Context: an optimization exercise on an open-source flow, tuned for small area, a short achievable clock period and few clock cycles per item. The choices shown serve that exercise and are no tape-out recipe.
Only simulation tests tie the RTL to the original design; equivalence was not proved.

Design photon_perm, start of the top module:
module photon_perm (
    input  wire         clk,
    input  wire         rst,         
    input  wire         in_valid,
    output wire         in_ready,
    input  wire [255:0] in_state,
    output wire         out_valid,
    input  wire         out_ready,
    output wire [255:0] out_state
);
Size in the first run: about 3400 cells after synthesis, roughly 520 I/O pins.
clock: 5.0 ns
lec_check: 0
cap_margin: 20
core_margin: 2
core_utilization: 65
place_density: 0.75
setup_slack_margin: 2.6
slew_margin: 20
standard.sh (not shown) runs the stock make flow with config.mk's settings and CLKGATE_MAP_FILE= SYNTH_SCRIPT=/design/flow/synth_recipe.tcl, a recipe that flattens the netlist after the stock synthesis.
==> flow/flow/run.sh <==
#!/bin/bash
# Own layout flow: the standard flow (standard.sh) with a different
# technology mapping in synthesis (flow/synth.tcl: the same synthesis script,
# but no adder extraction and ABC run with flow/abc.script) and smaller port
# buffers. Each tool's output goes to its own log in the work folder.
set -euo pipefail
W=$PWD
EXTRA=()
[ -f flow/extra.txt ] && mapfile -t EXTRA < <(grep -v '^#' flow/extra.txt | grep .)
bash standard.sh \
  SYNTH_SCRIPT=$W/flow/synth.tcl \
  BENCHV_ABC_SCRIPT=$W/flow/abc.script \
  "${EXTRA[@]}" \
  finish > $W/flow_make.log 2>&1
mkdir -p $W/flow_logs
cp -r $W/orfs/logs/* $W/flow_logs/ 2>/dev/null || true
test -f $W/out/final.def
==> flow/flow/abc.script <==
&get -n
&st
&dch
&nf
&st
&syn2
&if -g -K 6
&synch2
&nf
&st
&syn2
&if -g -K 6
&synch2
&nf
&st
&syn2
&if -g -K 6
&synch2
&nf
&st
&syn2
&if -g -K 6
&synch2
&nf
&st
&syn2
&if -g -K 6
&synch2
&nf
&put
buffer -c
topo
stime -c
upsize -c
dnsize -c
==> flow/flow/extra.txt <==
# extra make variables, one per line
BUFFER_PORTS_ARGS=-buffer_cell sky130_fd_sc_hd__buf_1
==> flow/flow/synth.tcl <==
# The standard flow's synthesis (synth_recipe.tcl) with two changes to the technology
# mapping only: no half/full-adder extraction, and ABC run with our script.
proc synth {args} { yosys synth -nofsm -noshare {*}$args }
proc extract_fa {args} { puts "extract_fa skipped" }
proc abc {args} {
  set i [lsearch -exact $args -script]
  if { $i >= 0 && [info exists ::env(BENCHV_ABC_SCRIPT)] } {
    lset args [expr {$i + 1}] $::env(BENCHV_ABC_SCRIPT)
  }
  set j [lsearch -exact $args -D]
  if { $j >= 0 && [info exists ::env(BENCHV_ABC_D)] } {
    lset args [expr {$j + 1}] $::env(BENCHV_ABC_D)
  }
  puts "abc $args"
  yosys abc {*}$args
}
source $::env(SCRIPTS_DIR)/synth.tcl
# left out here: clear keep_hierarchy, flatten, clean up, hide names made inside functions, write 1_2_yosys.v
Testbench counts at the start, summed over its fixed seeds: cycles 6,160, items 512.
Next try:
==> flow/flow/abc.script (replaced) <==
&get -n
&st
&dch
&nf -p
&put
topo
stime -c
Global-route usage increases by 0.92 points.
Routed wire length went down by 9.0%.
First-iteration DRC count fell by 9.8%.
Cell area is lower by 8.4%.
Clock-buffer cell count fell by 7.
Core utilization is higher by 2.0 points.


Setup of main:
photon_perm, a different RTL version from the one above (not shown whole).
For scale: ~530 flip-flops, ~0.043 mm^2 of cells after synthesis.
## photon_perm
module photon_perm (
    input  wire         clk,
    input  wire         rst,         
    input  wire         in_valid,
    output wire         in_ready,
    input  wire [255:0] in_state,
    output wire         out_valid,
    input  wire         out_ready,
    output wire [255:0] out_state
);
==> flow/config.mk <==
export PLATFORM = sky130hd
export DESIGN_NAME = photon_perm
export DESIGN_NICKNAME = photon_perm
export VERILOG_FILES = /design/flow/design.v
export SDC_FILE = /design/flow/constraint.sdc
export NUM_CORES = 4
export LEC_CHECK = 0
export CAP_MARGIN = 20
export CORE_MARGIN = 2
export CORE_UTILIZATION = 40
export PLACE_DENSITY = 0.6
export SETUP_SLACK_MARGIN = 2.4
export SLEW_MARGIN = 20
==> flow/constraint.sdc <==
create_clock -name core_clock -period 5.0 [get_ports {clk}]
set_input_delay 1.0000 -clock core_clock [delete_from_list [all_inputs] [get_ports {clk}]]
set_output_delay 1.0000 -clock core_clock [all_outputs]
set_load 0.01 [all_outputs]
==> flow/flow/abc.script <==
&get -n
&st
&dch
&nf
&st
&syn2
&if -g -K 6
&synch2
&nf
&st
&syn2
&if -g -K 6
&synch2
&nf
&st
&syn2
&if -g -K 6
&synch2
&nf
&st
&syn2
&if -g -K 6
&synch2
&nf
&st
&syn2
&if -g -K 6
&synch2
&nf
&put
buffer -c
topo
stime -c
upsize -c
dnsize -c
==> flow/flow/extra.txt <==
# extra make variables, one per line
BUFFER_PORTS_ARGS=-buffer_cell sky130_fd_sc_hd__buf_2
Scripts as last shown in full above: flow/flow/run.sh, flow/flow/synth.tcl
Testbench counts of main, summed over its fixed seeds: cycles 6,160, items 512.
Here is what was changed in the inputs of the feature branch compared with main.
- SETUP_SLACK_MARGIN now 1.8, was 2.4
Findings:
- Changes observed in the feature branch relative to main: final worst-path cycle share went up by 7.6 points, setup total negative slack was more or less identical, flip-flop and latch share of the layout cell area went up by 1.0 points.
- Looking at worst setup path endpoint, the a[111] result is from the feature branch; the a[134] one comes from main.


== try-quartz ==
Another version of the RTL of photon_perm (not shown whole).
Size in the first run: about 520 I/O pins, ~0.037 sq mm of cells after synthesis.
// photon_perm
module photon_perm (
    input  wire         clk,
    input  wire         rst,         
    input  wire         in_valid,
    output wire         in_ready,
    input  wire [255:0] in_state,
    output wire         out_valid,
    input  wire         out_ready,
    output wire [255:0] out_state
);
    localparam [63:0] RCR = 64'h0000_A529_C6BD_E731;    
    localparam [31:0] IC  = 32'h8CEF_7310;              
    reg [255:0] a, b;
    reg         va, vb;      
    reg [3:0]   ra, rb;      
    reg         bdone;       
    reg  cont;                              
    reg  take_in;                           
    wire en   = !bdone || out_ready;        
    assign in_ready  = !vb || (bdone && out_ready);
    assign out_valid = bdone;
    assign out_state = b;
    wire take = in_valid && in_ready;
    reg  [3:0]  rc;
    wire [3:0]  rn = cont ? rb + 4'd1 : 4'd0;
    wire        cont_n = va && (ra != 4'd11);
    wire [31:0] k;
    wire [255:0] x = (b & {256{cont}}) | (in_state & {256{take_in}});
    wire [255:0] x_ac;
    genvar i, j;
    generate
        for (i = 0; i < 8; i = i + 1) begin : g_row
            assign k[4*i +: 4] = rc ^ IC[4*i +: 4];
            for (j = 0; j < 8; j = j + 1) begin : g_col
                if (j == 0) begin : g_ac
                    assign x_ac[4*(8*i+j) +: 4] = x[4*(8*i+j) +: 4] ^ k[4*i +: 4];
                end else begin : g_nac
                    assign x_ac[4*(8*i+j) +: 4] = x[4*(8*i+j) +: 4];
                end
            end
        end
    endgenerate
    wire [255:0] a_d, b_d;
  ...
==> flow/config.mk <==
export PLATFORM = sky130hd
export DESIGN_NAME = photon_perm
export DESIGN_NICKNAME = photon_perm
export VERILOG_FILES = /design/flow/design.v
export SDC_FILE = /design/flow/constraint.sdc
export NUM_CORES = 4
export LEC_CHECK = 0
export CAP_MARGIN = 20
export CORE_MARGIN = 2
export CORE_UTILIZATION = 65
export CTS_CLUSTER_DIAMETER = 80
export CTS_CLUSTER_SIZE = 30
export PLACE_DENSITY = 0.75
export SETUP_SLACK_MARGIN = 2.7
export SLEW_MARGIN = 20
==> flow/constraint.sdc <==
create_clock -name core_clock -period 5.0 [get_ports {clk}]
set_input_delay 1.0000 -clock core_clock [delete_from_list [all_inputs] [get_ports {clk}]]
set_output_delay 1.0000 -clock core_clock [all_outputs]
set_load 0.01 [all_outputs]
==> flow/flow/abc.script <==
&get -n
&st
&dch
&nf -p
&put
topo
stime -c
==> flow/flow/extra.txt <==
# extra make variables, one per line
BUFFER_PORTS_ARGS=-buffer_cell sky130_fd_sc_hd__buf_1
Scripts as last shown in full above: flow/flow/run.sh, flow/flow/synth.tcl
Testbench counts of try-quartz, summed over its fixed seeds: cycles 6,160, items 512.
> inputs changed (try-quartz -> try-raven)
# try-quartz
export LEC_CHECK = 0
export CAP_MARGIN = 20
export CORE_MARGIN = 2
export CORE_UTILIZATION = 65
export CTS_CLUSTER_DIAMETER = 80
export CTS_CLUSTER_SIZE = 30
export PLACE_DENSITY = 0.75
export SETUP_SLACK_MARGIN = 2.7
export SLEW_MARGIN = 20
create_clock -name core_clock -period 5.0 [get_ports {clk}]
# try-raven
export LEC_CHECK = 0
export CAP_MARGIN = 20
export CORE_MARGIN = 2
export CORE_UTILIZATION = 65
export PLACE_DENSITY = 0.75
export SETUP_SLACK_MARGIN = 2.6
export SLEW_MARGIN = 20
create_clock -name core_clock -period 5.0 [get_ports {clk}]
==> run notes <==
- The count of clock-buffer cells in the layout in try-raven is 1.9 times that in try-quartz.
- Diff try-quartz -> try-raven | transition time at the pin with the least slew margin | increase of 0.19 ns
- From try-quartz to try-raven the numbers moved as follows: largest net degree at the start of global routing +87; core footprint ~0 delta.
### try-raven -> try-lagoon
# try-raven
export LEC_CHECK = 0
export CAP_MARGIN = 20
export CORE_MARGIN = 2
export CORE_UTILIZATION = 65
export PLACE_DENSITY = 0.75
export SETUP_SLACK_MARGIN = 2.6
export SLEW_MARGIN = 20
create_clock -name core_clock -period 5.0 [get_ports {clk}]
# try-lagoon
export LEC_CHECK = 0
export CAP_MARGIN = 20
export CORE_MARGIN = 2
export CORE_UTILIZATION = 72
export CTS_CLUSTER_DIAMETER = 80
export CTS_CLUSTER_SIZE = 30
export PLACE_DENSITY = 0.8
export SETUP_SLACK_MARGIN = 2.6
export SLEW_MARGIN = 20
create_clock -name core_clock -period 5.0 [get_ports {clk}]
--- outcome ---
- try-lagoon and try-raven all finish clean.
- Run comparison: try-raven termination of the worst setup path a[249]$_DFFE_PP_; try-lagoon termination of the worst setup path b[12]$_DFFE_PP_
- Per the comparison of try-lagoon with try-raven, final worst clock skew higher, number of clock buffers in the layout lower.
- The higher all-layer global routing usage of try-lagoon and try-raven is in try-lagoon.
- Reported for try-lagoon and try-raven, synthesized net count turned out identical to the last digit.
- Per the comparison of try-lagoon with try-raven, maximum operating frequency -about 3%; post-route worst hold slack ~0 delta.
- Of try-lagoon and try-raven, the run reporting the lower routability-driven placement congestion ratio was try-raven.
Changes in try-umber relative to try-lagoon:
# try-lagoon
export LEC_CHECK = 0
export CAP_MARGIN = 20
export CORE_MARGIN = 2
export CORE_UTILIZATION = 72
export CTS_CLUSTER_DIAMETER = 80
export CTS_CLUSTER_SIZE = 30
export PLACE_DENSITY = 0.8
export SETUP_SLACK_MARGIN = 2.6
export SLEW_MARGIN = 20
create_clock -name core_clock -period 5.0 [get_ports {clk}]
# try-umber
export LEC_CHECK = 0
export CAP_MARGIN = 5
export CORE_MARGIN = 2
export CORE_UTILIZATION = 65
export CTS_CLUSTER_DIAMETER = 80
export CTS_CLUSTER_SIZE = 30
export PLACE_DENSITY = 0.75
export SETUP_SLACK_MARGIN = 2.6
export SLEW_MARGIN = 5
create_clock -name core_clock -period 5.0 [get_ports {clk}]
--- outcome ---
try-umber: no failed stages, no open violations at the end. Looking at end point of the critical path, the b[46]$_DFFE_PP_ result is from try-umber; the b[12]$_DFFE_PP_ one comes from try-lagoon. Re number of enable flip-flop cells after synthesis: no difference whatsoever between try-lagoon and try-umber. Going from try-lagoon to try-umber, setup slack went up by 0.14 ns; fmax went up by 23 MHz; worst hold margin went down by 0.026 ns; sequential share of layout area went down by 0.32 points. try-umber — number of cells upsized or downsized after cts about 5% lower, try-lagoon as reference. Against try-lagoon, try-umber comes in 2.7 points lower on met3 capacity usage during global routing. try-umber: non-clock buffer count in the final layout is 0.92% higher than what try-lagoon reported. try-lagoon fits on a die that is smaller than the die of try-umber.

## port drivers added, routing unchanged
The results above use ideal ports. As a check the final layouts listed here were re-extracted and re-timed, cells and wires unchanged. Step 1 sets driving cells, clkbuf_16 on the clock port and buf_2 on the other inputs (assumed; they add their load-dependent delay and slew). Step 2, shift: input delay + t, output delay - t, t = (earliest + latest rising clock arrival at the registers) / 2. This alone moves slack from input paths to output paths. Three values: ideal, step 1, step 2; two values: the first two.
| run | shift t [ns] | setup slack, ns | worst setup path at the end | worst data-port slew with drivers (ns) | cell pins on the clock port's net |
|---|---|---|---|---|---|
| the first run of note 1 | 0.705 | 2.488 / 2.488 / 2.047 | input to register | 0.11 | 1 |
| the second run of note 1 | 0.688 | 2.532 / 2.511 / 2.070 | input to register | 0.11 | 1 |
| main | 0.699 | 2.331 / 2.331 / 1.978 | input to register | 0.16 | 1 |
| the feature branch | 0.693 | 1.951 / 1.951 / 1.781 | input to register | 0.17 | 1 |
| try-quartz | 0.646 | 2.604 / 2.604 / 2.114 | input to register | 0.15 | 1 |
| try-raven | 0.695 | 2.500 / 2.500 / 2.216 | input to register | 0.16 | 1 |
| try-lagoon | 0.702 | 2.426 / 2.430 / 1.753 | input to register | 0.11 | 1 |
| try-umber | 0.644 | 2.567 / 2.545 / 1.968 | input to register | 0.15 | 1 |
After both steps setup and hold are still met in every run listed. The setup slack of try-lagoon, which loses most, moves by +0.004 ns with the drivers and by -0.673 ns with both steps.
